This is an optimization exercise on Yosys and OpenROAD, whose aim is small area, a short achievable clock period and few clock cycles per item, not a production implementation. The RTL was checked by simulation tests, not by an equivalence proof against the original design. Power is estimated from default activity; no workload was simulated.

===== flow/run.sh =====
#!/bin/bash
# synth_recipe.tcl (not shown) runs the flow's synth.tcl, then flattens the netlist and writes it again
# the make line also repeats each setting of config.mk as NAME=value (left out here)
make -C /OpenROAD-flow-scripts/flow DESIGN_CONFIG=/design/flow/config.mk WORK_HOME=/design/flow/orfs CLKGATE_MAP_FILE= SYNTH_SCRIPT=/design/flow/synth_recipe.tcl finish

===== flow/config.mk =====
export PLATFORM = sky130hd
export DESIGN_NAME = tcs_rctc
export DESIGN_NICKNAME = tcs_rctc
export VERILOG_FILES = /design/flow/design.v
export SDC_FILE = /design/flow/constraint.sdc
export NUM_CORES = 4
export LEC_CHECK = 0
export CAP_MARGIN = 20
export CORE_MARGIN = 2
export CORE_UTILIZATION = 40
export SLEW_MARGIN = 20

===== flow/constraint.sdc =====
create_clock -name core_clock -period 90.0 [get_ports {clk}]
set_input_delay 18.0000 -clock core_clock [delete_from_list [all_inputs] [get_ports {clk}]]
set_output_delay 18.0000 -clock core_clock [all_outputs]
set_load 0.01 [all_outputs]

===== flow/design.v =====
module rctc_eval (
    input  wire [4:0]  op,
    input  wire [63:0] a,
    input  wire        len_lt4,    
    input  wire        len_lt8,    
    output reg  [72:0] res,        
    output reg         err,
    output reg  [2:0]  err_code
);
    localparam E_RANGE = 3'd1, E_LENGTH = 3'd2, E_MISSING = 3'd3, E_ILLEGAL = 3'd4;
    wire [19:0] ms = a[19:0];
    wire ms_lt240   = (ms < 20'd240);
    wire ms_gt61440 = (ms > 20'd61440);
    wire ms_ge61680 = (ms >= 20'd61680);
    wire ms_ge740160 = (ms >= 20'd740160);
    wire [12:0] sv = {1'b0, ms[15:4]} + 13'd1;
    wire [16:0] s1;
    wire [20:0] s2;
    rctc_rca #(17) u_s1 (.a({4'd0, sv}), .b({sv, 4'd0}), .ci(1'b0), .s(s1), .co());
    rctc_rca #(21) u_s2 (.a({4'd0, s1}), .b({sv, 8'd0}), .ci(1'b0), .s(s2), .co());
    wire [7:0]  cnt_s = s2[19:12];
    wire [14:0] lv = {1'b0, ms[19:6]} + 15'd1;
    wire [26:0] l1, l2, l3, l4;
    rctc_rca #(27) u_l1 (.a({lv[13:0], 13'd0}), .b(~{1'b0, lv, 11'd0}), .ci(1'b1), .s(l1), .co());
    rctc_rca #(27) u_l2 (.a(l1), .b(~{4'd0, lv, 8'd0}), .ci(1'b1), .s(l2), .co());
    rctc_rca #(27) u_l3 (.a(l2), .b(~{6'd0, lv, 6'd0}), .ci(1'b1), .s(l3), .co());
    rctc_rca #(27) u_l4 (.a(l3), .b({12'd0, lv}), .ci(1'b0), .s(l4), .co());
    wire [7:0]  cnt_l = l4[25:18];
    wire [8:0]  dec_cycles = 9'd256 - {1'b0, a[7:0]};
    wire [8:0]  m_in = (op == 5'd3) ? dec_cycles : a[8:0];
    wire [12:0] m15;
    wire [14:0] m45;
    rctc_rca #(13) u_m15 (.a({m_in, 4'd0}), .b(~{4'd0, m_in}), .ci(1'b1), .s(m15), .co());
    rctc_rca #(15) u_m45 (.a({1'b0, m15, 1'b0}), .b({2'd0, m15}), .ci(1'b0), .s(m45), .co());
    wire [20:0] fmt_ms = a[9] ? {m45, 6'd0} : {4'd0, m15, 4'd0};
    reg        pers_hit;
    reg  [3:0] pers_code;
    always @* begin
        pers_hit  = 1'b1;
        pers_code = 4'd0;
        case (a[7:2])
            6'd0:  pers_code = 4'd0;
            6'd1:  pers_code = 4'd1;
            6'd2:  pers_code = 4'd2;
            6'd3:  pers_code = 4'd3;
            6'd5:  pers_code = 4'd4;
            6'd10: pers_code = 4'd5;
            6'd15: pers_code = 4'd6;
            6'd20: pers_code = 4'd7;
            6'd25: pers_code = 4'd8;
            6'd30: pers_code = 4'd9;
            6'd35: pers_code = 4'd10;
            6'd40: pers_code = 4'd11;
            6'd45: pers_code = 4'd12;
            6'd50: pers_code = 4'd13;
            6'd55: pers_code = 4'd14;
            6'd60: pers_code = 4'd15;
            default: pers_hit = 1'b0;
        endcase
    end
    wire       pers_ok = a[0] || (!a[1] && pers_hit && (a[17:8] == 10'd0));
    reg [5:0] pers_value;
    always @* begin
        case (a[3:0])
            4'd0:  pers_value = 6'd0;
            4'd1:  pers_value = 6'd1;
            4'd2:  pers_value = 6'd2;
            4'd3:  pers_value = 6'd3;
            4'd4:  pers_value = 6'd5;
            4'd5:  pers_value = 6'd10;
            4'd6:  pers_value = 6'd15;
            4'd7:  pers_value = 6'd20;
            4'd8:  pers_value = 6'd25;
            4'd9:  pers_value = 6'd30;
            4'd10: pers_value = 6'd35;
            4'd11: pers_value = 6'd40;
            4'd12: pers_value = 6'd45;
            4'd13: pers_value = 6'd50;
            4'd14: pers_value = 6'd55;
            default: pers_value = 6'd60;
        endcase
    end
    reg        gain_hit;
    reg  [1:0] gain_code;
    always @* begin
        gain_hit  = 1'b1;
        gain_code = 2'd0;
        case (a[5:0])
            6'd1:  gain_code = 2'd0;
            6'd4:  gain_code = 2'd1;
            6'd16: gain_code = 2'd2;
            6'd60: gain_code = 2'd3;
            default: gain_hit = 1'b0;
        endcase
    end
    wire gain_ok = gain_hit && (a[15:6] == 10'd0);
    reg [5:0] gain_value;
    always @* begin
        case (a[1:0])
            2'd0: gain_value = 6'd1;
            2'd1: gain_value = 6'd4;
            2'd2: gain_value = 6'd16;
            default: gain_value = 6'd60;
        endcase
    end
    wire [15:0] t_low    = a[15:0];
    wire [15:0] t_high   = a[31:16];
    wire [15:0] t_sample = a[47:32];
    wire        hi_ge_s, s_ge_lo;
    rctc_rca #(16) u_cu (.a(t_high),   .b(~t_sample), .ci(1'b1), .s(), .co(hi_ge_s));
    rctc_rca #(16) u_cd (.a(t_sample), .b(~t_low),    .ci(1'b1), .s(), .co(s_ge_lo));
    wire        t_up   = !hi_ge_s;                  
    wire        t_down = hi_ge_s && !s_ge_lo;       
    wire [15:0] t_rl;
    wire        t_rc;
    rctc_rca #(16) u_rg (.a(t_high), .b(~t_low), .ci(1'b1), .s(t_rl), .co(t_rc));
    wire        t_neg  = !t_rc;                     
    wire [17:0] t_hf   = {t_neg, t_neg, t_neg, t_rl[15:1]};    
    wire        t_corr = t_neg & t_rl[0];           
    wire        t_jump = !op[2];                    
    wire        t_sub_l = t_jump | ~t_up;           
    wire        t_sub_h = ~t_jump & ~t_up;          
    wire [17:0] t_bl   = {2'b00, t_jump ? t_sample : t_low};
    wire [17:0] t_bh   = {2'b00, t_jump ? t_sample : t_high};
    wire [17:0] t_nl, t_nh;
    rctc_rca #(18) u_nl (.a(t_bl), .b(t_hf ^ {18{t_sub_l}}), .ci(t_sub_l ^ t_corr), .s(t_nl), .co());
    rctc_rca #(18) u_nh (.a(t_bh), .b(t_hf ^ {18{t_sub_h}}), .ci(t_sub_h ^ t_corr), .s(t_nh), .co());
    wire [17:0] t_nl_c = t_nl[17] ? 18'd0 : t_nl;
    wire [17:0] t_nh_c = (!t_nh[17] && t_nh[16]) ? 18'd65535 : t_nh;
    always @* begin
        res      = 73'd0;
        err      = 1'b0;
        err_code = 3'd0;
        case (op)
            5'd0: res[7:0] = {3'b000, a[3], a[2], 1'b0, a[1], a[0]};
            5'd1: res[3:0] = {a[4], a[3], a[1], a[0]};
            5'd2: begin
                if (ms_lt240 || ms_ge61680) begin
                    err = 1'b1; err_code = E_RANGE; res[3:0] = 4'd1;
                end else begin
                    res[7:0] = 8'd0 - cnt_s;
                end
            end
            5'd3: begin
                res[8:0]   = dec_cycles;
                res[27:9]  = {dec_cycles, 10'd0};
                res[43:28] = {m15[11:0], 4'd0};
            end
            5'd4: begin
                if (ms_gt61440 ? ms_ge740160 : ms_lt240) begin
                    err = 1'b1; err_code = E_RANGE; res[3:0] = 4'd2;
                end else begin
                    res[7:0] = 8'd0 - (ms_gt61440 ? cnt_l : cnt_s);
                    res[8]   = ms_gt61440;
                end
            end
            5'd5: begin
                res[7:0]  = a[7:0];
                res[16:8] = dec_cycles;
            end
            5'd6:  res[20:0] = fmt_ms;
            5'd7:  res[7:0] = {6'd0, a[0], 1'b0};
            5'd8:  res[0] = a[1];
            5'd9: begin
                if (a[17:16] != 2'b00) begin
                    err = 1'b1; err_code = E_RANGE; res[3:0] = 4'd3;
                end else if (a[35:34] != 2'b00) begin
                    err = 1'b1; err_code = E_RANGE; res[3:0] = 4'd4;
                end else begin
                    res[31:0] = {a[33:18], a[15:0]};
                end
            end
            5'd10: begin
                if (len_lt4) begin
                    err = 1'b1; err_code = E_LENGTH; res[3:0] = 4'd5;
                end else begin
                    res[31:0] = a[31:0];
                end
            end
            5'd11: begin
                if (!pers_ok) begin
                    err = 1'b1; err_code = E_RANGE; res[3:0] = 4'd6;
                end else begin
                    res[3:0] = a[0] ? 4'd0 : pers_code;
                end
            end
            5'd12: begin
                res[5:0] = pers_value;
                res[8]   = (a[3:0] == 4'd0);
            end
            5'd13: begin
                if (!gain_ok) begin
                    err = 1'b1; err_code = E_RANGE; res[3:0] = 4'd7;
                end else begin
                    res[1:0] = gain_code;
                end
            end
            5'd14: res[5:0] = gain_value;
            5'd15: res[1:0] = {a[4], a[0]};
            5'd16: begin
                if (len_lt8) begin
                    err = 1'b1; err_code = E_LENGTH; res[3:0] = 4'd8;
                end else begin
                    res[63:0] = a;
                end
            end
            5'd17: res[72] = 1'b1;
            5'd18: begin
                if (!a[16]) begin
                    err = 1'b1; err_code = E_MISSING; res[3:0] = 4'd9;
                end else if (a[15:5] != 11'd0) begin
                    err = 1'b1; err_code = E_RANGE; res[3:0] = 4'd9;
                end else if (a[18:17] == 2'b10) begin
                    err = 1'b1; err_code = E_RANGE; res[3:0] = 4'd10;
                end else begin
                    res[7:0] = {a[19], a[18:17], a[4:0]};
                end
            end
            5'd19, 5'd20: begin
                if (!t_up && !t_down) begin
                    res[17:0]  = {2'b00, t_low};
                    res[35:18] = {2'b00, t_high};
                end else begin
                    res[17:0]  = t_nl_c;
                    res[35:18] = t_nh_c;
                end
                res[37:36] = {t_down, t_up | t_down};
                res[53:38] = t_sample;
            end
            default: begin
                err = 1'b1; err_code = E_ILLEGAL; res[3:0] = 4'd11;
            end
        endcase
    end
endmodule
module rctc_rca #(parameter W = 16) (
    input  wire [W-1:0] a,
    input  wire [W-1:0] b,
    input  wire         ci,
    output wire [W-1:0] s,
    output wire         co
);
    wire [W:0] c;
    assign c[0] = ci;
    genvar i;
    generate
        for (i = 0; i < W; i = i + 1) begin : g_bit
            assign s[i]   = a[i] ^ b[i] ^ c[i];
            assign c[i+1] = (a[i] & b[i]) | (c[i] & (a[i] ^ b[i]));
        end
    endgenerate
    assign co = c[W];
endmodule
module rctc_divk #(parameter K = 4) (
    input  wire [15:0] c,
    input  wire [15:0] r_in,
    input  wire [23:0] xq_in,
    output reg  [15:0] r_out,
    output reg  [23:0] xq_out
);
    integer i;
    reg [17:0] t;
    reg        b;
    always @* begin
        r_out  = r_in;
        xq_out = xq_in;
        for (i = 0; i < K; i = i + 1) begin
            b = xq_out[23];
            t = {1'b0, r_out, b} - {2'b00, c};
            xq_out = {xq_out[22:0], ~t[17]};
            r_out  = t[17] ? {r_out[14:0], b} : t[15:0];
        end
    end
endmodule
module tcs_rctc (
    input  wire        clk,
    input  wire        rst,
    input  wire        in_valid,
    output wire        in_ready,
    input  wire [4:0]  op,
    input  wire [63:0] a,
    input  wire [3:0]  len,
    output reg         out_valid,
    input  wire        out_ready,
    output wire [79:0] res,
    output reg         err,
    output reg  [2:0]  err_code
);
    localparam K = 4;
    reg        v1;
    reg [4:0]  op1;
    reg [63:0] a1;
    reg        lt4_1, lt8_1;
    reg        vs;
    reg [4:0]  ops;
    reg [63:0] as;
    reg        lt4_s, lt8_s;
    reg        dv;           
    reg [2:0]  rem;          
    reg        rdy;
    reg [72:0] r2;
    assign in_ready = rdy;
    assign res = {7'd0, r2};
    wire lt4_in = (len < 4'd4);
    wire lt8_in = (len < 4'd8);
    wire [72:0] e_res;
    wire        e_err;
    wire [2:0]  e_code;
    rctc_eval u_eval (
        .op(op1), .a(a1), .len_lt4(lt4_1), .len_lt8(lt8_1),
        .res(e_res), .err(e_err), .err_code(e_code)
    );
    wire [15:0] c = a1[15:0];
    wire        is_div = (op1 == 5'd17) && (c != 16'd0);
    wire [23:0] x0 = {a1[31:16], 8'd0} - {8'd0, a1[31:16]};    
    wire [23:0] x1 = {a1[47:32], 8'd0} - {8'd0, a1[47:32]};
    wire [23:0] x2 = {a1[63:48], 8'd0} - {8'd0, a1[63:48]};
    wire sel8  = (x0[23:8] < c) && (x1[23:8] < c) && (x2[23:8] < c);
    wire sel16 = ({8'd0, x0[23:16]} < c) && ({8'd0, x1[23:16]} < c) && ({8'd0, x2[23:16]} < c);
    function [39:0] init;    
        input [23:0] x;
        input        s8, s16;
        begin
            if (s8)       init = {x[23:8], x[7:0], 16'd0};
            else if (s16) init = {8'd0, x[23:16], x[15:0], 8'd0};
            else          init = {16'd0, x};
        end
    endfunction
    wire [39:0] i0 = init(x0, sel8, sel16);
    wire [39:0] i1 = init(x1, sel8, sel16);
    wire [39:0] i2 = init(x2, sel8, sel16);
    wire [15:0] dr0 = dv ? a1[31:16] : i0[39:24];
    wire [15:0] dr1 = dv ? a1[47:32] : i1[39:24];
    wire [15:0] dr2 = dv ? a1[63:48] : i2[39:24];
    wire [23:0] dq0 = dv ? r2[23:0]  : i0[23:0];
    wire [23:0] dq1 = dv ? r2[47:24] : i1[23:0];
    wire [23:0] dq2 = dv ? r2[71:48] : i2[23:0];
    wire [15:0] nr0, nr1, nr2;
    wire [23:0] nq0, nq1, nq2;
    rctc_divk #(.K(K)) u_d0 (.c(c), .r_in(dr0), .xq_in(dq0), .r_out(nr0), .xq_out(nq0));
    rctc_divk #(.K(K)) u_d1 (.c(c), .r_in(dr1), .xq_in(dq1), .r_out(nr1), .xq_out(nq1));
    rctc_divk #(.K(K)) u_d2 (.c(c), .r_in(dr2), .xq_in(dq2), .r_out(nr2), .xq_out(nq2));
    wire last    = dv && (rem == 3'd1);                  
    wire busy    = v1 && is_div && !last;                
    wire done1   = v1 && !busy;                          
    wire s2_free = !out_valid || out_ready;
    wire adv     = done1 && s2_free;                     
    wire s1_free = !v1 || (done1 && !out_valid) || (done1 && out_ready);
    wire s1_ch_en = !v1 || (is_div && dv) || !out_valid || out_ready;
    wire acc     = in_valid && rdy && !rst;
    wire vs_next = vs ? !s1_free : (acc && !s1_free);
    always @(posedge clk) begin
        if (rst) begin
            v1  <= 1'b0;
            vs  <= 1'b0;
            rdy <= 1'b1;
            out_valid <= 1'b0;
        end else begin
            v1  <= !s1_free || vs || acc;
            vs  <= vs_next;
            rdy <= !vs_next;
            out_valid <= adv || (out_valid && !out_ready);
        end
    end
    always @(posedge clk) begin
        if (!vs) begin
            ops <= op; as <= a; lt4_s <= lt4_in; lt8_s <= lt8_in;
        end
    end
    wire [4:0]  op_n  = vs ? ops : op;
    wire [63:0] a_n   = vs ? as : a;
    wire        lt4_n = vs ? lt4_s : lt4_in;
    wire        lt8_n = vs ? lt8_s : lt8_in;
    always @(posedge clk) begin
        if (s1_free) begin
            op1 <= op_n; a1[15:0] <= a_n[15:0]; lt4_1 <= lt4_n; lt8_1 <= lt8_n;
        end
    end
    always @(posedge clk) begin
        if (s1_ch_en) begin
            if (busy) begin
                a1[31:16] <= nr0;
                a1[47:32] <= nr1;
                a1[63:48] <= nr2;
            end else begin
                a1[63:16] <= a_n[63:16];
            end
        end
    end
    always @(posedge clk) begin
        if (s1_free) begin
            dv <= 1'b0;
        end else if (v1 && is_div && s2_free) begin
            dv <= 1'b1;
            if (!dv) rem <= sel8 ? 3'd1 : (sel16 ? 3'd3 : 3'd5);
            else     rem <= rem - 3'd1;
        end
    end
    always @(posedge clk) begin
        if (s2_free) begin
            if (is_div) begin
                r2       <= {1'b0, nq2, nq1, nq0};
                err      <= 1'b0;
                err_code <= 3'd0;
            end else begin
                r2       <= e_res;
                err      <= e_err;
                err_code <= e_code;
            end
        end
    end
endmodule

==> results.ini, run 1 <==
[clock_network]
cts-root-buf = clkbuf_16
cts_made_buffers = 34
ctsHoldBuffers = 0
htree_levels = 2
post-cts-setup-buffer-count = 0
clk_pin_slew_ps = 60
post_cts_resized = 0
clockBufferDepth = 3
cts.sinks = 238
cts_tree = yes
clkLatencyLatePin_ps = 600

[critical_path]
path_buf_inv = 3
r2r_cells = 66
arrival_ps = 21150
start_kind = input pin
path_cells = clkdlybuf4s50_1 > nor2b_1 > buf_4 > nand2_1 > nand2_1 > inv_2 > a21boi_1 > nand2_1 > nor3_1 > o21ai_0 > a21oi_1
critPathTopFamily = simple AND/OR/NAND/NOR gates
crit_path_top_delay_cell = a21boi_1
endpoint_kind = flip-flop
critPathRequiredTime_ps = 90520
critPathMaxFanout = 32
slowest_delay_ps = 760
r2r_end = a1[62]$_DFFE_PP_
crit_top_cell = nand2_1
path_class = input pin to flip-flop
reg2reg_slack_ps = 69730
reg2reg_from = a1[40]$_DFFE_PP_

[sta]
setup_slack_ps = 69360
fmax_ghz = 0.0485
rsz0062_at_grt = no
setup_viol = 0
post-route-period-util = 0.229
tns_ps = 0
finalMaxSlewViolations = 0
tightest_slew_ps = 1080
relSlewSlack = 0.269
period_needed_ps = 20640
hold_viol_final = 0
skew_ps = 54.6

[power_and_ir_drop]
p_per_area_mw_per_mm2 = 34.3
power_leakage_uw = 0.0154
ir_drop_v = 0.0000278

[logic_synthesis]
yosysTopAreaCell = ha_1
yosysMostFrequentCell = ha_1
synth_top_area_frac = 0.146
syn_area_mm2 = 0.0326
yosys.area_share.adder = 0.219
yosys-top-cells-area = ha_1 (15%), edfxtp_1 (14%), fa_1 (7.3%), mux2_2 (6.5%), xnor2_1 (5.7%)
synth_compound_area_frac = 0.224
synth_ff_type = edfxtp_1
syn-mean-instance-area_um2 = 8.55
synth_xor_area_frac = 0.0810
ys_types = 98
async_reset_ff_frac = 0
ys.warnings.count = 3
syn_inst = 3809
synth_edf_count = 151
synth.area.mux_share = 0.0838
ys_seq_area_frac = 0.193
synth_top_family_by_area = compound AO/OA/AOI/OAI gates
synthSimpleGateAreaFrac = 0.151
synth-seq-cells = 238
synthTopCellsByCount = ha_1 (379), nand2_1 (345), a21oi_1 (265), nor2_1 (265), xnor2_1 (213)

[min_path]
hold_depth = 1
worstHoldStart = as[52]$_DFF_P_
hp-class = flip-flop to flip-flop
holdPathEnd = as[52]$_DFF_P_

[global_routing]
grt.total_usage = 0.285
overflow = 0
first_global_vias = 28800
antenna_found_initial = 0
grt_max_degree = 74
grt_pass1_wl_um = 181000

[route]
antenna_left = 0
drt_first_pass_iters = 9
wl_per_cell_um = 24.2
drtIter0Drc = 3649
wirelength_um = 121000
avgViaCountPerCell = 6.16
vias = 30700
drc = 0

[die]
core_area_mm2 = 0.0805
row_count = 104
die_h_um = 289
die_area_mm2 = 0.0837
die_x_um = 289
io-pin-count = 163
start_util = 0.404

[layout]
final_cells = 4988
drive_above_1_share = 0.101
stdcell_area_mm2 = 0.0365
final_nets = 4477
syn2layout_area_growth_pct = 12.1
multiInputGateArea_mm2 = 0.0248
diodes = 0
regArea_mm2 = 0.00628
fillers = 7919

[run_status]
status = complete, no violations

[place]
placed_cells_incl_taps = 4926
port_buffers = 153
dpl_cell_area_mm2 = 0.0353
gp_congestion = 1.00
post-dp-hpwl_um = 91600
post-place-ws_ps = 68730

[run]
cap_violations = 0

state kept, by name (all words and copies together), names as in the netlist, 3 cells and up:
register and cells:
r2 73, err_code 3, op1 5, a1 64, u_eval.pers_code 4, u_eval.pers_value 6, as 64, ops 5
rem 3
layout by cell type (no fill, tap or decap), types with 30 or more instances in the layout:
cell and count:
dfxtp_1 85, a22oi_1 66, o21a_1 53, nand3_1 78
clkdlybuf4s50_1 153, xor2_1 88, a21o_1 88, edfxtp_1 151
clkbuf_16 36, buf_4 76, nor2_1 262, a21oi_1 265
xnor2_1 213, o211ai_1 42, mux2i_1 60, mux2_2 189
a211oi_1 38, o21ai_0 204, nor2b_1 41, fa_1 119
o221ai_1 30, ha_1 379, nor3_1 90, inv_1 210
nand2_1 345, nand2b_1 47
worst reg2reg max path: cells and delay by family (launching register included):
family                     cells  cell delay [ps]
buffers and inverters          4             1520
and+or+nand+nor               15             3730
DFF                            1              760
xor gates and xnor gates       1              480
adders and majority gates      6             2010
muxes                          4             1540
AOI/OAI and AO/OA             36             9960
routing by layer:
layer	share of wire	global-route usage
met5	0	0.000568
met3	0.11	0.0601
met1	0.45	0.421
met2	0.40	0.407
met4	0.036	0.0918
kinds of logic after synthesis:
logic type                 Yosys count
muxes                              249
adders and majority gates          498
xor gates and xnor gates           301
and+or+nand+nor                   1047
AOI/OAI and AO/OA                 1082
DFF                                238
buffers and inverters              393
other                                1
power breakdown:
part	leakage [uW]	switching (uW)	internal, uW
logic	0.0124	547	421
registers	0.00241	13.3	126
clock network	0.000567	58.7	86.4
metrics by stage:
stage	total power (uW)	util	hold slack, ps
finish	1250	0.453	466
global route	1370	0.453	482
CTS	1240	0.453	469
detailed placement	1090	0.438	456
global placement	1080	0.438	452
floorplan	890	-	423
how the worst max path moves through the flow:
stage                     cells after the start  slack [ps]                          end        startpoint
after floorplan                               2       69840             a1[16]$_DFFE_PP_         out_ready
after global placement                       11       68780  u_eval.pers_code[1]$_DFF_P_         out_ready
after detailed placement                     11       68730  u_eval.pers_code[1]$_DFF_P_         out_ready
after CTS                                    11       69350  u_eval.pers_code[1]$_DFF_P_         out_ready
after global routing                         66       68820             a1[62]$_DFFE_PP_  a1[40]$_DFFE_PP_
final                                        11       69360  u_eval.pers_code[1]$_DFF_P_         out_ready
layout make-up:
class                   instances  area share
flip-flops and latches        238       0.172
repair buffers                229      0.0576
clock buffers                  42      0.0256
clock inverters                20     0.00669
well taps                    1060      0.0363
multi-input cells            3184       0.679
inverters                     215      0.0221
Testbench counts, summed over its fixed seeds: cycles 31,894, items 24,000.
==> run 2: changes to the inputs <==
--- a/flow/design.v
+++ b/flow/design.v
@@ -19,13 +19,6 @@
     rctc_rca #(17) u_s1 (.a({4'd0, sv}), .b({sv, 4'd0}), .ci(1'b0), .s(s1), .co());
     rctc_rca #(21) u_s2 (.a({4'd0, s1}), .b({sv, 8'd0}), .ci(1'b0), .s(s2), .co());
     wire [7:0]  cnt_s = s2[19:12];
-    wire [14:0] lv = {1'b0, ms[19:6]} + 15'd1;
-    wire [26:0] l1, l2, l3, l4;
-    rctc_rca #(27) u_l1 (.a({lv[13:0], 13'd0}), .b(~{1'b0, lv, 11'd0}), .ci(1'b1), .s(l1), .co());
-    rctc_rca #(27) u_l2 (.a(l1), .b(~{4'd0, lv, 8'd0}), .ci(1'b1), .s(l2), .co());
-    rctc_rca #(27) u_l3 (.a(l2), .b(~{6'd0, lv, 6'd0}), .ci(1'b1), .s(l3), .co());
-    rctc_rca #(27) u_l4 (.a(l3), .b({12'd0, lv}), .ci(1'b0), .s(l4), .co());
-    wire [7:0]  cnt_l = l4[25:18];
     wire [8:0]  dec_cycles = 9'd256 - {1'b0, a[7:0]};
     wire [8:0]  m_in = (op == 5'd3) ? dec_cycles : a[8:0];
     wire [12:0] m15;
@@ -33,76 +26,27 @@
     rctc_rca #(13) u_m15 (.a({m_in, 4'd0}), .b(~{4'd0, m_in}), .ci(1'b1), .s(m15), .co());
     rctc_rca #(15) u_m45 (.a({1'b0, m15, 1'b0}), .b({2'd0, m15}), .ci(1'b0), .s(m45), .co());
     wire [20:0] fmt_ms = a[9] ? {m45, 6'd0} : {4'd0, m15, 4'd0};
-    reg        pers_hit;
-    reg  [3:0] pers_code;
-    always @* begin
-        pers_hit  = 1'b1;
-        pers_code = 4'd0;
-        case (a[7:2])
-            6'd0:  pers_code = 4'd0;
-            6'd1:  pers_code = 4'd1;
-            6'd2:  pers_code = 4'd2;
-            6'd3:  pers_code = 4'd3;
-            6'd5:  pers_code = 4'd4;
-            6'd10: pers_code = 4'd5;
-            6'd15: pers_code = 4'd6;
-            6'd20: pers_code = 4'd7;
-            6'd25: pers_code = 4'd8;
-            6'd30: pers_code = 4'd9;
-            6'd35: pers_code = 4'd10;
-            6'd40: pers_code = 4'd11;
-            6'd45: pers_code = 4'd12;
-            6'd50: pers_code = 4'd13;
-            6'd55: pers_code = 4'd14;
-            6'd60: pers_code = 4'd15;
-            default: pers_hit = 1'b0;
-        endcase
-    end
+    wire [5:0] pc = a[7:2];
+    wire [3:0] pers_code =
+        (pc == 6'd0)  ? 4'd0  : (pc == 6'd1)  ? 4'd1  : (pc == 6'd2)  ? 4'd2  :
+        (pc == 6'd3)  ? 4'd3  : (pc == 6'd5)  ? 4'd4  : (pc == 6'd10) ? 4'd5  :
+        (pc == 6'd15) ? 4'd6  : (pc == 6'd20) ? 4'd7  : (pc == 6'd25) ? 4'd8  :
+        (pc == 6'd30) ? 4'd9  : (pc == 6'd35) ? 4'd10 : (pc == 6'd40) ? 4'd11 :
+        (pc == 6'd45) ? 4'd12 : (pc == 6'd50) ? 4'd13 : (pc == 6'd55) ? 4'd14 : 4'd15;
+    wire pers_hit = (pc <= 6'd3) || (pc == 6'd5) || (pc == 6'd10) || (pc == 6'd15) ||
+                    (pc == 6'd20) || (pc == 6'd25) || (pc == 6'd30) || (pc == 6'd35) ||
+                    (pc == 6'd40) || (pc == 6'd45) || (pc == 6'd50) || (pc == 6'd55) ||
+                    (pc == 6'd60);
     wire       pers_ok = a[0] || (!a[1] && pers_hit && (a[17:8] == 10'd0));
-    reg [5:0] pers_value;
-    always @* begin
-        case (a[3:0])
-            4'd0:  pers_value = 6'd0;
-            4'd1:  pers_value = 6'd1;
-            4'd2:  pers_value = 6'd2;
-            4'd3:  pers_value = 6'd3;
-            4'd4:  pers_value = 6'd5;
-            4'd5:  pers_value = 6'd10;
-            4'd6:  pers_value = 6'd15;
-            4'd7:  pers_value = 6'd20;
-            4'd8:  pers_value = 6'd25;
-            4'd9:  pers_value = 6'd30;
-            4'd10: pers_value = 6'd35;
-            4'd11: pers_value = 6'd40;
-            4'd12: pers_value = 6'd45;
-            4'd13: pers_value = 6'd50;
-            4'd14: pers_value = 6'd55;
-            default: pers_value = 6'd60;
-        endcase
-    end
-    reg        gain_hit;
-    reg  [1:0] gain_code;
-    always @* begin
-        gain_hit  = 1'b1;
-        gain_code = 2'd0;
-        case (a[5:0])
-            6'd1:  gain_code = 2'd0;
-            6'd4:  gain_code = 2'd1;
-            6'd16: gain_code = 2'd2;
-            6'd60: gain_code = 2'd3;
-            default: gain_hit = 1'b0;
-        endcase
-    end
-    wire gain_ok = gain_hit && (a[15:6] == 10'd0);
-    reg [5:0] gain_value;
-    always @* begin
-        case (a[1:0])
-            2'd0: gain_value = 6'd1;
-            2'd1: gain_value = 6'd4;
-            2'd2: gain_value = 6'd16;
-            default: gain_value = 6'd60;
-        endcase
-    end
+    wire [3:0] pk = a[3:0];
+    wire [5:0] pers_value = (pk <= 4'd3) ? {2'd0, pk} : (pk == 4'd4) ? 6'd5 :
+                            {pk - 4'd3, 2'd0} + {2'd0, pk - 4'd3};
+    wire [5:0] gm = a[5:0];
+    wire [1:0] gain_code = (gm == 6'd4) ? 2'd1 : (gm == 6'd16) ? 2'd2 : (gm == 6'd60) ? 2'd3 : 2'd0;
+    wire       gain_ok   = ((gm == 6'd1) || (gm == 6'd4) || (gm == 6'd16) || (gm == 6'd60)) &&
+                           (a[15:6] == 10'd0);
+    wire [5:0] gain_value = (a[1:0] == 2'd0) ? 6'd1 : (a[1:0] == 2'd1) ? 6'd4 :
+                            (a[1:0] == 2'd2) ? 6'd16 : 6'd60;
     wire [15:0] t_low    = a[15:0];
     wire [15:0] t_high   = a[31:16];
     wire [15:0] t_sample = a[47:32];
@@ -150,7 +94,7 @@
                 if (ms_gt61440 ? ms_ge740160 : ms_lt240) begin
                     err = 1'b1; err_code = E_RANGE; res[3:0] = 4'd2;
                 end else begin
-                    res[7:0] = 8'd0 - (ms_gt61440 ? cnt_l : cnt_s);
+                    res[7:0] = ms_gt61440 ? 8'd0 : 8'd0 - cnt_s;    
                     res[8]   = ms_gt61440;
                 end
             end
@@ -272,6 +216,18 @@
         end
     end
 endmodule
+module rctc_x255 (
+    input  wire [15:0] x,
+    output wire [23:0] y
+);
+    wire       nz = (x[7:0] != 8'd0);
+    wire [7:0] lo, mid, hi_dec;
+    wire       mid_c;
+    rctc_rca #(8) u_lo  (.a(~x[7:0]), .b(8'd0),     .ci(1'b1), .s(lo),     .co());
+    rctc_rca #(8) u_mid (.a(x[7:0]),  .b(~x[15:8]), .ci(!nz),  .s(mid),    .co(mid_c));
+    rctc_rca #(8) u_dec (.a(x[15:8]), .b(8'hFF),    .ci(1'b0), .s(hi_dec), .co());
+    assign y = {mid_c ? x[15:8] : hi_dec, mid, lo};
+endmodule
 module tcs_rctc (
     input  wire        clk,
     input  wire        rst,
@@ -310,13 +266,18 @@
         .op(op1), .a(a1), .len_lt4(lt4_1), .len_lt8(lt8_1),
         .res(e_res), .err(e_err), .err_code(e_code)
     );
-    wire [15:0] c = a1[15:0];
-    wire        is_div = (op1 == 5'd17) && (c != 16'd0);
-    wire [23:0] x0 = {a1[31:16], 8'd0} - {8'd0, a1[31:16]};    
-    wire [23:0] x1 = {a1[47:32], 8'd0} - {8'd0, a1[47:32]};
-    wire [23:0] x2 = {a1[63:48], 8'd0} - {8'd0, a1[63:48]};
-    wire sel8  = (x0[23:8] < c) && (x1[23:8] < c) && (x2[23:8] < c);
-    wire sel16 = ({8'd0, x0[23:16]} < c) && ({8'd0, x1[23:16]} < c) && ({8'd0, x2[23:16]} < c);
+    wire [19:0] ms1     = a1[19:0];
+    wire        wt      = (op1 == 5'd4);
+    wire        wt_long = wt && (dv || ((ms1 > 20'd61440) && (ms1 < 20'd737280)));
+    wire        is_div  = ((op1 == 5'd17) && (a1[15:0] != 16'd0)) || wt_long;
+    wire [15:0] c  = wt ? 16'd2880 : a1[15:0];
+    wire [23:0] m0, x1, x2;
+    rctc_x255 u_x0 (.x(a1[31:16]), .y(m0));    
+    rctc_x255 u_x1 (.x(a1[47:32]), .y(x1));
+    rctc_x255 u_x2 (.x(a1[63:48]), .y(x2));
+    wire [23:0] x0 = wt ? {4'd0, ms1} : m0;
+    wire sel8  = wt || ((a1[31:16] <= a1[15:0]) && (a1[47:32] <= a1[15:0]) && (a1[63:48] <= a1[15:0]));
+    wire sel16 = (a1[15:8] != 8'd0);
     function [39:0] init;    
         input [23:0] x;
         input        s8, s16;
@@ -398,7 +359,11 @@
     end
     always @(posedge clk) begin
         if (s2_free) begin
-            if (is_div) begin
+            if (is_div && wt && last) begin
+                r2       <= {64'd0, 1'b1, 8'd0 - nq0[7:0]};    
+                err      <= 1'b0;
+                err_code <= 3'd0;
+            end else if (is_div) begin
                 r2       <= {1'b0, nq2, nq1, nq0};
                 err      <= 1'b0;
                 err_code <= 3'd0;
--- a/flow/config.mk
+++ b/flow/config.mk
@@ -7,5 +7,6 @@
 export LEC_CHECK = 0
 export CAP_MARGIN = 20
 export CORE_MARGIN = 2
-export CORE_UTILIZATION = 40
+export CORE_UTILIZATION = 55
+export PLACE_DENSITY = 0.7
 export SLEW_MARGIN = 20
==> run 2 against run 1 <==
Effect of this change:
- synthesized cell count down 8.6%
- core utilization rose by 17 points
- still clean
- final cell count shrank 14%
- register-to-register slack improved by 960 ps
- sequential share of layout area increased by 1.3 points
- non-clock buffer count up 3
- flip-flop and latch count shrank 11
- maximum frequency is 4.6% higher
- critical path type is now flip-flop to output port
- hold slack worse by 5.6 ps
- count of clock-buffer cells in the layout is 2 higher
- cell area fell by 10%
==> results.ini, run 2 <==
[run_status]
status = complete, no violations

[die]
core_area_mm2 = 0.0529
io-pin-count = 163
die_x_um = 236
die_h_um = 236
row_count = 84
die_area_mm2 = 0.0556
start_util = 0.559

[critical_path]
r2r_cells = 67
arrival_ps = 1730
reg2reg_from = a1[16]$_DFFE_PP_
endpoint_kind = output port
path_class = flip-flop to output port
critPathTopFamily = buffers and inverters
reg2reg_slack_ps = 70690
critPathRequiredTime_ps = 72000
critPathMaxFanout = 2
start_kind = flip-flop
path_buf_inv = 1
crit_path_top_delay_cell = clkdlybuf4s50_1
r2r_end = r2[4]$_DFFE_PN_
path_cells = clkdlybuf4s50_1
slowest_delay_ps = 620

[logic_synthesis]
syn_area_mm2 = 0.0295
synth_compound_area_frac = 0.228
async_reset_ff_frac = 0
synthSimpleGateAreaFrac = 0.158
synth_edf_count = 151
synth.area.mux_share = 0.0853
ys_types = 96
synth_top_area_frac = 0.154
ys.warnings.count = 3
syn_inst = 3482
synth_ff_type = edfxtp_1
synthTopCellsByCount = nand2_1 (345), ha_1 (326), nor2_1 (275)
synth-seq-cells = 227
synth_xor_area_frac = 0.0632
yosysMostFrequentCell = nand2_1
yosysTopAreaCell = edfxtp_1
syn-mean-instance-area_um2 = 8.48
ys_seq_area_frac = 0.205
synth_top_family_by_area = compound AO/OA/AOI/OAI gates
yosys.area_share.adder = 0.212
yosys-top-cells-area = edfxtp_1 (15%), ha_1 (14%), fa_1 (7.4%), mux2_2 (6.3%), dfxtp_1 (5.2%)

[run]
cap_violations = 0

[clock_network]
cts.sinks = 227
post_cts_resized = 0
cts_tree = yes
clockBufferDepth = 3
cts_made_buffers = 28
clk_pin_slew_ps = 60
ctsHoldBuffers = 0
clkLatencyLatePin_ps = 600
cts-root-buf = clkbuf_16
htree_levels = 1
post-cts-setup-buffer-count = 0

[sta]
post-route-period-util = 0.219
tns_ps = 0
relSlewSlack = 0.263
setup_viol = 0
skew_ps = 16.6
finalMaxSlewViolations = 0
fmax_ghz = 0.0507
tightest_slew_ps = 1100
hold_viol_final = 0
holdWs_ps = 460
period_needed_ps = 19730
rsz0062_at_grt = no

[place]
port_buffers = 153
gp_congestion = 1.01
post-dp-hpwl_um = 87400

[power_and_ir_drop]
ir_drop_v = 0.0000787
p_per_area_mw_per_mm2 = 44.2
power_leakage_uw = 0.0139

[route]
wl_per_cell_um = 27.1
drtIter0Drc = 4137
vias = 29500
avgViaCountPerCell = 6.88
antenna_left = 0
drc = 0
wirelength_um = 116000
drt_first_pass_iters = 10

[layout]
syn2layout_area_growth_pct = 10.9
top_register = r2
final_nets = 4077
final_common_cell = nand2_1
largest_reg_flops = 73
reg.largest.list = r2 (73), a1 (64), as (64)
drive_above_1_share = 0.0970
mostFrequentLayoutCells = nand2_1 (344), ha_1 (326), nor2_1 (275), a21oi_1 (269), o21ai_0 (194)

[min_path]
worstHoldStart = lt4_s$_DFF_P_
holdPathEnd = lt4_s$_DFF_P_
hold_depth = 2
hp-class = flip-flop to flip-flop

[global_routing]
grt_pass1_wl_um = 173000
antenna_found_initial = 8
grt.total_usage = 0.404
grt_max_degree = 75
first_global_vias = 28600
overflow = 0

==> run 2: cell types whose count changed after synthesis, sizes merged, moves of 13 or more <==
cell,previous run,this run
xnor2,213,152
inv,214,166
a21oi,284,271
nand3,80,62
mux2,189,171
ha,379,326
xor2,88,61
a21o,88,64
buf,41,58
==> run 2: layer usage <==
layer  GRT usage  wire (um)  up-vias  share of wire
met3       0.122      15900      416           0.14
met4       0.191       6440        4          0.056
met1       0.549      46400    14100           0.40
li1            -          -    13000              -
met2       0.587      47000     1990           0.41
met5    0.000866        106        -        0.00092
==> run 2: how the worst max path moves through the flow <==
stage | startpoint | endpoint | cells after the start
floorplan | out_ready | a1[0]$_DFFE_PN_ | 2
global placement | out_ready | r2[49]$_SDFFCE_PP0N_ | 4
detailed placement | out_ready | r2[58]$_SDFFCE_PP0N_ | 4
CTS | r2[3]$_DFFE_PN_ | res[3] | 1
global route | a1[16]$_DFFE_PP_ | r2[4]$_DFFE_PN_ | 67
finish | r2[44]$_SDFFCE_PP0N_ | res[44] | 1
==> run 2: cell families (layout without fill, tap and decap cells) <==
kind of cell / after synthesis / in the layout
AO/OA/AOI/OAI: 1010 / 1010
XOR/XNOR: 213 / 213
adder cells (fa/ha/maj): 435 / 435
buffers and inverters: 354 / 452
flip-flops: 227 / 227
multiplexers: 230 / 230
other: 1 / 13
AND/OR/NAND/NOR: 1012 / 1012
==> run 2: per-stage QoR <==
| stage | instances | setup WS [ps] | total power (uW) | utilization | cell area, um^2 |
|---|---|---|---|---|---|
| 6_report | 4280 | 70270 | 1450 | 0.620 | 32800 |
| 5_1_grt | 4274 | 69440 | 1560 | 0.619 | 32700 |
| 4_1_cts | 4274 | 70300 | 1420 | 0.619 | 32700 |
| 3_5_place_dp | 4223 | 69810 | 1300 | 0.603 | 31900 |
| 3_3_place_gp | 4223 | 69830 | 1240 | 0.603 | 31900 |
| 2_1_floorplan | 3488 | 69690 | 1040 | - | 29600 |
==> run 2: final cells by class <==
class / count / area [um^2]
Clock inverter: 7 / 42.5
Timing Repair Buffer: 232 / 2120
Clock buffer: 44 / 845
Tap cell: 688 / 861
Inverter: 169 / 636
Sequential cell: 227 / 6060
Fill cell: 4598 / 20100
Multi-Input combinational cell: 2907 / 22200
Antenna cell: 6 / 15.0
==> run 2: where the power goes <==
group	switching [uW]	internal [uW]	total, uW
combinational	693	508	1200
sequential	14.1	121	136
clock	48.8	64.1	113
total	756	693	1450
Testbench counts of run 2, summed over its fixed seeds: cycles 32,073, items 24,000.
==> run 3: changes to the inputs <==
--- a/flow/design.v
+++ b/flow/design.v
@@ -50,15 +50,11 @@
     wire [15:0] t_low    = a[15:0];
     wire [15:0] t_high   = a[31:16];
     wire [15:0] t_sample = a[47:32];
-    wire        hi_ge_s, s_ge_lo;
-    rctc_rca #(16) u_cu (.a(t_high),   .b(~t_sample), .ci(1'b1), .s(), .co(hi_ge_s));
-    rctc_rca #(16) u_cd (.a(t_sample), .b(~t_low),    .ci(1'b1), .s(), .co(s_ge_lo));
-    wire        t_up   = !hi_ge_s;                  
-    wire        t_down = hi_ge_s && !s_ge_lo;       
-    wire [15:0] t_rl;
-    wire        t_rc;
-    rctc_rca #(16) u_rg (.a(t_high), .b(~t_low), .ci(1'b1), .s(t_rl), .co(t_rc));
-    wire        t_neg  = !t_rc;                     
+    wire        t_up   = (t_sample > t_high);
+    wire        t_down = !t_up && (t_sample < t_low);
+    wire        t_neg  = (t_high < t_low);              
+    wire [15:0] t_rl;                                   
+    rctc_rca #(16) u_rg (.a(t_high), .b(~t_low), .ci(1'b1), .s(t_rl), .co());
     wire [17:0] t_hf   = {t_neg, t_neg, t_neg, t_rl[15:1]};    
     wire        t_corr = t_neg & t_rl[0];           
     wire        t_jump = !op[2];                    
@@ -220,13 +216,7 @@
     input  wire [15:0] x,
     output wire [23:0] y
 );
-    wire       nz = (x[7:0] != 8'd0);
-    wire [7:0] lo, mid, hi_dec;
-    wire       mid_c;
-    rctc_rca #(8) u_lo  (.a(~x[7:0]), .b(8'd0),     .ci(1'b1), .s(lo),     .co());
-    rctc_rca #(8) u_mid (.a(x[7:0]),  .b(~x[15:8]), .ci(!nz),  .s(mid),    .co(mid_c));
-    rctc_rca #(8) u_dec (.a(x[15:8]), .b(8'hFF),    .ci(1'b0), .s(hi_dec), .co());
-    assign y = {mid_c ? x[15:8] : hi_dec, mid, lo};
+    assign y = {x, 8'd0} - {8'd0, x};
 endmodule
 module tcs_rctc (
     input  wire        clk,
==> flow/flow/run.sh (new file) <==
#!/bin/bash
# The standard layout (the standard.sh, unchanged synthesis); the port buffers that the
# standard flow inserts at global placement use sky130_fd_sc_hd__buf_1.
set -e
export BUFFER_PORTS_ARGS="-buffer_cell sky130_fd_sc_hd__buf_1"
bash standard.sh > standard.log 2>&1
==> flow/standard.sh (new file) <==
#!/bin/bash
# synth_recipe.tcl (not shown) runs the flow's synth.tcl, then flattens the netlist and writes it again
# the make line also repeats each setting of config.mk as NAME=value (left out here)
make -C /OpenROAD-flow-scripts/flow DESIGN_CONFIG=/design/flow/config.mk WORK_HOME=/design/flow/orfs CLKGATE_MAP_FILE= SYNTH_SCRIPT=/design/flow/synth_recipe.tcl "${@:-finish}"
removed: flow/run.sh
==> run 3 against run 2 <==
Effect of this change:
- sequential power hardly changed
- combinational power down 15%
- synthesized cell count rose by 5.7%
- area after synthesis is 3.0% higher
- routed wire length down 2.7%
- die area is 3.0% higher
- count of clock-buffer cells in the layout shrank 15
- clock power up 9%
- cell area about the same
- hold slack better by 12 ps
- core utilization shrank 2.3 points
- via count grew 1.7%
- critical endpoint is now res[1]
- largest power group unchanged
==> results.ini, run 3 <==
[run_status]
status = complete, no violations

[route]
drc = 0
top_layer = met5
wirelength_um = 113000
dr_wl_met2_um = 45100
vias = 30000
m1WireLength_um = 47000
drt_first_pass_iters = 8
wl_per_cell_um = 25.2
route.met3.wl_um = 15600
drtIter0Drc = 4173
avgViaCountPerCell = 6.70
antenna_left = 0

[power_and_ir_drop]
power.total_uw = 1280
power_leakage_uw = 0.0138
ir_drop_v = 0.0000463
pwr-share-comb = 0.798
p_per_area_mw_per_mm2 = 39.2
p_sw_frac = 0.503
internal_power_uw = 638
switching_power_uw = 645
p_clk_frac = 0.096
seqPwrFrac = 0.106

[global_routing]
antenna_found_initial = 2
first_global_vias = 27600
grt_pass1_wl_um = 169000
overflow = 0
grt_max_degree = 73
grt.total_usage = 0.386

[layout]
final_common_cell = nand2_1
reg.largest.list = r2 (73), a1 (64), as (64)
top_register = r2
mostFrequentLayoutCells = nand2_1 (358), ha_1 (318), nor2_1 (295), a21oi_1 (275), o21ai_0 (195)
drive_above_1_share = 0.101
syn2layout_area_growth_pct = 7.62
diodes = 0
final_nets = 4227
largest_reg_flops = 73

[sta]
tightest_slew_ps = 1080
relSlewSlack = 0.281
rsz0062_at_grt = no
fmax_ghz = 0.0517
tns_ps = 0
finalMaxSlewViolations = 0
hold_viol_final = 0
skew_ps = 51.4
period_needed_ps = 19330
setup_viol = 0
post-route-period-util = 0.215

[die]
die_x_um = 239
start_util = 0.554
io-pin-count = 163
die_area_mm2 = 0.0572
core_area_mm2 = 0.0549
row_count = 86
die_h_um = 239

[min_path]
hp-class = flip-flop to flip-flop

[clock_network]
post-cts-setup-buffer-count = 0
cts_made_buffers = 28
cts_tree = yes
htree_levels = 1
cts-root-buf = clkbuf_16
cts.sinks = 227
clockBufferDepth = 3
clkLatencyLatePin_ps = 610
clk_pin_slew_ps = 70
post_cts_resized = 0
ctsHoldBuffers = 0

[critical_path]
critPathTopFamily = flip-flops
slowest_delay_ps = 520
critPathMaxFanout = 2
path_cells = buf_1
crit_path_top_delay_cell = edfxtp_1
arrival_ps = 1330
endpoint_kind = output port
path_class = flip-flop to output port
start_kind = flip-flop
critPathRequiredTime_ps = 72000
path_buf_inv = 1

[logic_synthesis]
synth_edf_count = 151
syn-mean-instance-area_um2 = 8.27
async_reset_ff_frac = 0
synth-seq-cells = 227
yosys-top-cells-area = edfxtp_1 (15%), ha_1 (13%), mux2_2 (6.8%), fa_1 (5.5%), dfxtp_1 (5.0%)
synthTopCellsByCount = nand2_1 (360), ha_1 (318), nor2_1 (296)
yosysTopAreaCell = edfxtp_1
syn_area_mm2 = 0.0304
synth_ff_type = edfxtp_1
synth_top_area_frac = 0.149
ys.warnings.count = 3
yosysMostFrequentCell = nand2_1
ys_seq_area_frac = 0.199
syn_inst = 3680
ys_types = 92

[place]
post-dp-hpwl_um = 84600
port_buffers = 153
gp_congestion = 1.05

[run]
cap_violations = 0

## run 3: routing by layer
layer,up-vias,global-route usage
met2,1807,0.546
met4,2,0.145
met5,-,0.00260
li1,13800,-
met1,14100,0.549
met3,323,0.114
## run 3: area by class of cell
class | count | area, um^2
repair buffers | 235 | 1190
clock buffers | 29 | 726
fillers | 5077 | 22100
inverters | 182 | 684
flip-flops and latches | 227 | 6060
multi-input cells | 3074 | 22900
clock inverters | 23 | 265
well taps | 704 | 881
## run 3: cells by family after synthesis
group,synth area share
AOI/OAI and AO/OA,0.230
xor gates and xnor gates,0.0757
adders and majority gates,0.186
buffers and inverters,0.0501
DFF,0.199
muxes,0.0843
other,0.000123
and+or+nand+nor,0.174
## run 3: final timing paths
path / from / end / slack [ps] / depth (start not counted)
max: r2[1]$_DFFE_PN_ / res[1] / 70670 / 1
min: as[24]$_DFF_P_ / as[24]$_DFF_P_ / 470 / 1
max reg2reg: a1[16]$_DFFE_PP_ / r2[6]$_DFFE_PN_ / 72250 / 68
min reg2reg: as[24]$_DFF_P_ / as[24]$_DFF_P_ / 470 / 1
## run 3: metrics by stage
| step | setup slack [ps] | hold slack, ps | cells | instance area, um^2 | util |
|---|---|---|---|---|---|
| global placement | 70240 | 447 | 4422 | 31800 | 0.579 |
| floorplan | 69730 | 423 | 3686 | 30400 | - |
| CTS | 70710 | 472 | 4474 | 32700 | 0.597 |
| global route | 70670 | 487 | 4474 | 32700 | 0.597 |
| finish | 70670 | 472 | 4474 | 32700 | 0.597 |
| detailed placement | 70250 | 458 | 4422 | 31800 | 0.579 |
## run 3: power groups by stage
| stage | registers (uW) | logic, uW | clock network [uW] |
|---|---|---|---|
| final | 136 | 1020 | 123 |
| after global routing | 136 | 1130 | 128 |
| after CTS | 135 | 1000 | 124 |
| after detailed placement | 137 | 997 | 0 |
| after global placement | 137 | 981 | 0 |
| after floorplan | 131 | 800 | 0 |
Testbench counts of run 3, summed over its fixed seeds: cycles 32,073, items 24,000.
==> run 4: changes to the inputs <==
==> flow/flow/run.sh (replaced) <==
#!/bin/bash
# The standard layout (the standard.sh, unchanged synthesis); the port buffers that the
# standard flow inserts at global placement use sky130_fd_sc_hd__buf_1, and ORFS's timing
# repair is asked to leave setup slack of at least SETUP_SLACK_MARGIN ns at the design's
# clock period, so that it works on the paths that set the achieved period.
set -e
export BUFFER_PORTS_ARGS="-buffer_cell sky130_fd_sc_hd__buf_1"
export SETUP_SLACK_MARGIN=70.5
bash standard.sh > standard.log 2>&1
==> run 4 against run 3 <==
Effect of this change:
- clock power fell by 4%
- clock skew fell by 35 ps
- first-iteration DRC count rose by 2.9%
- sequential share of layout area barely moved
- critical path type unchanged
- still clean on timing, DRC and antenna
- core utilization fell by 0.087 points
- sequential power barely moved
- highest routed layer is now met4
- critical endpoint is now res[22]
- routed wire length fell by 1.2%
==> results.ini, run 4 <==
[layout]
largest_reg_flops = 73
drive_above_1_share = 0.100
reg.largest.list = r2 (73), a1 (64), as (64)
multiInputGateArea_mm2 = 0.0229
top_register = r2
syn2layout_area_growth_pct = 7.47
fillers = 5004
regArea_mm2 = 0.00606
stdcell_area_mm2 = 0.0327
final_common_cell = nand2_1
mostFrequentLayoutCells = nand2_1 (358), ha_1 (318), nor2_1 (295), a21oi_1 (275), o21ai_0 (195)
final_nets = 4225

[global_routing]
grt_pass1_wl_um = 166000
grt_max_degree = 76
grt.total_usage = 0.379
overflow = 0
antenna_found_initial = 0
first_global_vias = 27400

[route]
top_layer = met4
drt_first_pass_iters = 9
antenna_left = 0
wl_per_cell_um = 24.9
avgViaCountPerCell = 6.72
route.met3.wl_um = 15300
m1WireLength_um = 46500
vias = 30100
dr_wl_met2_um = 44400
drtIter0Drc = 4296
wirelength_um = 111000
drc = 0

[sta]
post-route-period-util = 0.215
skew_ps = 16.9
setup_slack_ps = 70680
hold_viol_final = 0
tns_ps = 0
setup_viol = 0
relSlewSlack = 0.250
rsz0062_at_grt = no
finalMaxSlewViolations = 0
tightest_slew_ps = 1110
fmax_ghz = 0.0518
period_needed_ps = 19320

[logic_synthesis]
yosys-top-cells-area = edfxtp_1 (15%), ha_1 (13%), mux2_2 (6.8%), fa_1 (5.5%), dfxtp_1 (5.0%)
synth_ff_type = edfxtp_1
synthTopCellsByCount = nand2_1 (360), ha_1 (318), nor2_1 (296)
yosysMostFrequentCell = nand2_1
yosysTopAreaCell = edfxtp_1
syn_inst = 3680
async_reset_ff_frac = 0
ys_seq_area_frac = 0.199
ys.warnings.count = 3
synth-seq-cells = 227
synth_edf_count = 151
syn_area_mm2 = 0.0304
ys_types = 92
synth_top_area_frac = 0.149
syn-mean-instance-area_um2 = 8.27

[die]
io-pin-count = 163
row_count = 86
start_util = 0.554
core_area_mm2 = 0.0549
die_h_um = 239
die_x_um = 239
die_area_mm2 = 0.0572

[critical_path]
critPathMaxFanout = 2
crit_path_top_delay_cell = edfxtp_1
path_class = flip-flop to output port
arrival_ps = 1320
start_kind = flip-flop
critPathTopFamily = flip-flops
critPathRequiredTime_ps = 72000
slowest_delay_ps = 520
path_cells = buf_1
path_buf_inv = 1
endpoint_kind = output port

[clock_network]
post-cts-setup-buffer-count = 0
clkLatencyLatePin_ps = 620
cts.sinks = 227
clockBufferDepth = 3
post_cts_resized = 0
cts-root-buf = clkbuf_16
clk_pin_slew_ps = 70
ctsHoldBuffers = 0
htree_levels = 1
cts_tree = yes
cts_made_buffers = 28

[min_path]
hp-class = flip-flop to flip-flop

[power_and_ir_drop]
power_leakage_uw = 0.0138
p_per_area_mw_per_mm2 = 39.2
ir_drop_v = 0.0000437

[place]
gp_congestion = 1.06
dpl_cell_area_mm2 = 0.0318
post-place-ws_ps = 70360
port_buffers = 153
post-dp-hpwl_um = 83500

[run]
cap_violations = 0

[run_status]
status = complete, no violations

-- run 4: metal layers --
metal  vias up  GRT usage
li1      13700          -
met1     14000      0.545
met2      2003      0.539
met3       346     0.0944
met4         0      0.149
met5         -          0
-- run 4: cell families after synthesis --
kind of cell / after synthesis / synth area share
other: 1 / 0.000123
adder cells (fa/ha/maj): 402 / 0.186
AO/OA/AOI/OAI: 1044 / 0.230
buffers and inverters: 385 / 0.0501
XOR/XNOR: 263 / 0.0757
AND/OR/NAND/NOR: 1125 / 0.174
multiplexers: 233 / 0.0843
flip-flops: 227 / 0.199
-- run 4: final timing paths --
path | start | cells after the start | endpoint | slack (ps)
max reg2reg | a1[4]$_DFFE_PN_ | 65 | r2[6]$_DFFE_PN_ | 71730
max | r2[22]$_SDFFCE_PP0N_ | 1 | res[22] | 70680
min | lt8_s$_DFF_P_ | 2 | lt8_s$_DFF_P_ | 470
min reg2reg | lt8_s$_DFF_P_ | 2 | lt8_s$_DFF_P_ | 470
-- run 4: final cells by class --
type | instances | area share
multi-input combinational | 3074 | 0.702
sequential | 227 | 0.185
timing repair buffer | 233 | 0.0359
tap | 704 | 0.0269
clock buffer | 36 | 0.0249
inverter | 182 | 0.0210
clock inverter | 16 | 0.00379
antenna | 2 | 0.000153
-- run 4: per-stage QoR --
stage	total power (uW)	hold WS, ps	cells	utilization
3_5_place_dp	1140	444	4420	0.579
5_1_grt	1390	482	4472	0.596
6_report	1280	470	4474	0.596
4_1_cts	1260	463	4472	0.596
3_3_place_gp	1120	443	4420	0.579
2_1_floorplan	931	423	3686	-
-- run 4: where the power goes --
part           leakage, uW  total [uW]  internal (uW)  switching (uW)
Combinational       0.0110        1030            446             583
Sequential         0.00232         136            121            15.0
Clock             0.000463         118           64.8            52.8
==> run 5: changes to the inputs <==
--- a/flow/design.v
+++ b/flow/design.v
@@ -267,19 +267,21 @@
     rctc_x255 u_x2 (.x(a1[63:48]), .y(x2));
     wire [23:0] x0 = wt ? {4'd0, ms1} : m0;
     wire sel8  = wt || ((a1[31:16] <= a1[15:0]) && (a1[47:32] <= a1[15:0]) && (a1[63:48] <= a1[15:0]));
+    wire sel12 = (a1[15:12] != 4'd0);
     wire sel16 = (a1[15:8] != 8'd0);
     function [39:0] init;    
         input [23:0] x;
-        input        s8, s16;
+        input        s8, s12, s16;
         begin
             if (s8)       init = {x[23:8], x[7:0], 16'd0};
+            else if (s12) init = {4'd0, x[23:12], x[11:0], 12'd0};
             else if (s16) init = {8'd0, x[23:16], x[15:0], 8'd0};
             else          init = {16'd0, x};
         end
     endfunction
-    wire [39:0] i0 = init(x0, sel8, sel16);
-    wire [39:0] i1 = init(x1, sel8, sel16);
-    wire [39:0] i2 = init(x2, sel8, sel16);
+    wire [39:0] i0 = init(x0, sel8, sel12, sel16);
+    wire [39:0] i1 = init(x1, sel8, sel12, sel16);
+    wire [39:0] i2 = init(x2, sel8, sel12, sel16);
     wire [15:0] dr0 = dv ? a1[31:16] : i0[39:24];
     wire [15:0] dr1 = dv ? a1[47:32] : i1[39:24];
     wire [15:0] dr2 = dv ? a1[63:48] : i2[39:24];
@@ -343,7 +345,7 @@
             dv <= 1'b0;
         end else if (v1 && is_div && s2_free) begin
             dv <= 1'b1;
-            if (!dv) rem <= sel8 ? 3'd1 : (sel16 ? 3'd3 : 3'd5);
+            if (!dv) rem <= sel8 ? 3'd1 : sel12 ? 3'd2 : sel16 ? 3'd3 : 3'd5;
             else     rem <= rem - 3'd1;
         end
     end
--- a/flow/flow/run.sh
+++ b/flow/flow/run.sh
@@ -5,5 +5,5 @@
 # clock period, so that it works on the paths that set the achieved period.
 set -e
 export BUFFER_PORTS_ARGS="-buffer_cell sky130_fd_sc_hd__buf_1"
-export SETUP_SLACK_MARGIN=70.5
+export SETUP_SLACK_MARGIN=70.8
 bash standard.sh > standard.log 2>&1
==> run 5 against run 4 <==
Effect of this change:
- still clean
- register-to-register slack better by 850 ps
- maximum frequency is 0.26% higher
- cell area is 1.8% higher
- clock power hardly changed
- clock skew is 18 ps higher
- die area is 1.5% higher
- critical path type unchanged
- critical endpoint is now res[0]
- highest routed layer unchanged
==> results.ini, run 5 <==
[run_status]
status = complete, no violations

[die]
core_area_mm2 = 0.0553
row_count = 86
start_util = 0.559
die_h_um = 241
die_x_um = 241
die_area_mm2 = 0.0581
io-pin-count = 163

[clock_network]
clkLatencyLatePin_ps = 590
htree_levels = 1
cts-root-buf = clkbuf_16
cts_made_buffers = 27
clockBufferDepth = 3
cts.sinks = 227
cts_tree = yes
clk_pin_slew_ps = 80

[logic_synthesis]
yosysTopAreaCell = edfxtp_1
synth.area.mux_share = 0.0753
synthSimpleGateAreaFrac = 0.171
synth_compound_area_frac = 0.246
ys.warnings.count = 3
synth_top_family_by_area = compound AO/OA/AOI/OAI gates
synth_ff_type = edfxtp_1
yosys.area_share.adder = 0.183
synth-seq-cells = 227
synth_xor_area_frac = 0.0777
syn_inst = 3804
synthTopCellsByCount = nand2_1 (400), nor2_1 (323), ha_1 (318)
ys_types = 105
synth_top_area_frac = 0.147
async_reset_ff_frac = 0
syn-mean-instance-area_um2 = 8.12
syn_area_mm2 = 0.0309
synth_edf_count = 151
ys_seq_area_frac = 0.196
yosysMostFrequentCell = nand2_1
yosys-top-cells-area = edfxtp_1 (15%), ha_1 (13%), mux2_2 (6.0%), xnor2_1 (5.6%), fa_1 (5.4%)

[sta]
relSlewSlack = 0.329
hold_viol_final = 0
fmax_ghz = 0.0519
rsz0062_at_grt = yes
tightest_slew_ps = 997
period_needed_ps = 19270
setup_viol = 0
skew_ps = 35.3
tns_ps = 0
finalMaxSlewViolations = 0
post-route-period-util = 0.214

[route]
antenna_left = 0
drt_first_pass_iters = 8
avgViaCountPerCell = 6.69
vias = 31000
wirelength_um = 115000
wl_per_cell_um = 24.7
drc = 0
drtIter0Drc = 4692

[layout]
multiInputGateArea_mm2 = 0.0234
final_nets = 4350
syn2layout_area_growth_pct = 7.71
final_cells = 4640
largest_reg_flops = 73
top_register = r2
mostFrequentLayoutCells = nand2_1 (400), nor2_1 (321), ha_1 (318), a21oi_1 (313), o21ai_0 (216)
reg.largest.list = r2 (73), a1 (64), as (64)
regArea_mm2 = 0.00606
drive_above_1_share = 0.0977
fillers = 5171
final_common_cell = nand2_1

[global_routing]
antenna_found_initial = 1
first_global_vias = 27800
use_met2 = 0.552
overflow = 0
top_usage_layer = met2
grt.total_usage = 0.384
grtUsageMet1 = 0.547
grt_max_degree = 74
grt_pass1_wl_um = 169000
grt_use_met3 = 0.0946

[critical_path]
crit_path_top_delay_cell = edfxtp_1
path_cells = buf_1
slowest_delay_ps = 500
endpoint_kind = output port
critPathRequiredTime_ps = 72000
path_class = flip-flop to output port
start_kind = flip-flop
critPathTopFamily = flip-flops
critPathMaxFanout = 2
arrival_ps = 1270
path_buf_inv = 1

[power_and_ir_drop]
p_per_area_mw_per_mm2 = 46.3
power_leakage_uw = 0.0137
ir_drop_v = 0.0000558

[run]
cap_violations = 0

[place]
post-dp-hpwl_um = 86300
port_buffers = 153
placed_cells_incl_taps = 4580
gp_congestion = 1.10

[min_path]
hp-class = flip-flop to flip-flop

run 5: cell count changes after synthesis, sizes merged, moves of 15 or more:
cell    change
o21ai      +28
nand2      +41
nor2       +27
a21oi      +39
o21a       -19
a211oi     +26
and3       -17
mux2       -19
xor2       -25
xnor2      +36
o31ai      -15
o22ai      +22
run 5: cell type report:
cell class	count	area share
Antenna cell	1	0.0000752
Clock buffer	35	0.0234
Clock inverter	14	0.00425
Inverter	192	0.0218
Multi-Input combinational cell	3179	0.702
Sequential cell	227	0.182
Tap cell	748	0.0281
Timing Repair Buffer	244	0.0379
run 5: where the power goes:
part           switching [uW]  internal [uW]
clock                    49.9           64.8
sequential               14.9            122
combinational             739            549
run 5: logic make-up (layout without fill, tap and decap cells):
family	count (synthesis)	in the layout
mux	211	211
compound gates	1139	1139
simple gates	1146	1146
xor+xnor	274	274
other cells	1	8
fa+ha+maj	402	402
flops	227	227
buf+inv	404	485
run 5: repair_timing:
item	4_1_cts	5_1_grt
setup endpoints to repair	43	5
hold buffers	0	0
setup buffers	8	2
resized for setup	0	2
run 5: metal layers:
| layer | vias up | wire length, um | part of all wire |
|---|---|---|---|
| li1 | 14200 | - | - |
| met1 | 14400 | 47300 | 0.41 |
| met2 | 2060 | 45700 | 0.40 |
| met3 | 391 | 15600 | 0.14 |
| met4 | 0 | 5930 | 0.052 |
| met5 | - | 0 | 0 |
run 5: path summary, 6_finish.rpt:
kind | from | end | slack, ps | cells past startpoint
hold / removal | lt4_s$_DFF_P_ | lt4_s$_DFF_P_ | 470 | 2
hold reg to reg | lt4_s$_DFF_P_ | lt4_s$_DFF_P_ | 470 | 2
setup reg to reg | a1[14]$_DFFE_PN_ | a1[55]$_DFFE_PP_ | 72580 | 54
setup / recovery | r2[0]$_DFFE_PN_ | res[0] | 70730 | 1
run 5: metrics by stage:
step	setup WS (ps)	hold WS (ps)	util	total power [uW]	cell area, um^2
2_1_floorplan	70030	423	-	1150	30900
6_report	70730	470	0.602	1540	33300
5_1_grt	70750	486	0.602	1670	33300
4_1_cts	70760	470	0.601	1510	33300
3_3_place_gp	70190	444	0.584	1370	32300
3_5_place_dp	70170	444	0.584	1390	32300
Testbench counts of run 5, summed over its fixed seeds: cycles 30,797, items 24,000.

-- re-timing with driven ports --
Ports are ideal in the flow. The routed layouts listed here were re-timed in OpenROAD.
Step 1 (the two cells are an assumption about what drives the block):
set clk [get_ports {clk}]
set_driving_cell -lib_cell sky130_fd_sc_hd__clkbuf_16 $clk
set_driving_cell -lib_cell sky130_fd_sc_hd__buf_2 [delete_from_list [all_inputs] $clk]
Step 2 moves the port delays by t, midway between the first and last clock arrival at a register: inputs arrive t later, outputs are due t later. That takes back most of the time a late clock gives input paths.
a / b / c = ideal ports / drivers / drivers and shift; a / b = the first two.
run | shift t [ns] | setup WS [ns] | worst slew at a driven data input, ns
run 1 | 0.635 | 69.363 / 69.406 / 68.770 | 0.05
run 2 | 0.652 | 70.268 / 70.204 / 69.764 | 0.07
run 3 | 0.642 | 70.674 / 70.613 / 70.204 | 0.05
run 4 | 0.669 | 70.683 / 70.622 / 70.330 | 0.05
run 5 | 0.638 | 70.733 / 70.670 / 70.389 | 0.05
After both steps every run listed still meets setup and hold. For run 1, which loses most, drivers alone change the setup slack by +0.043 ns; drivers and shift together by -0.593 ns.
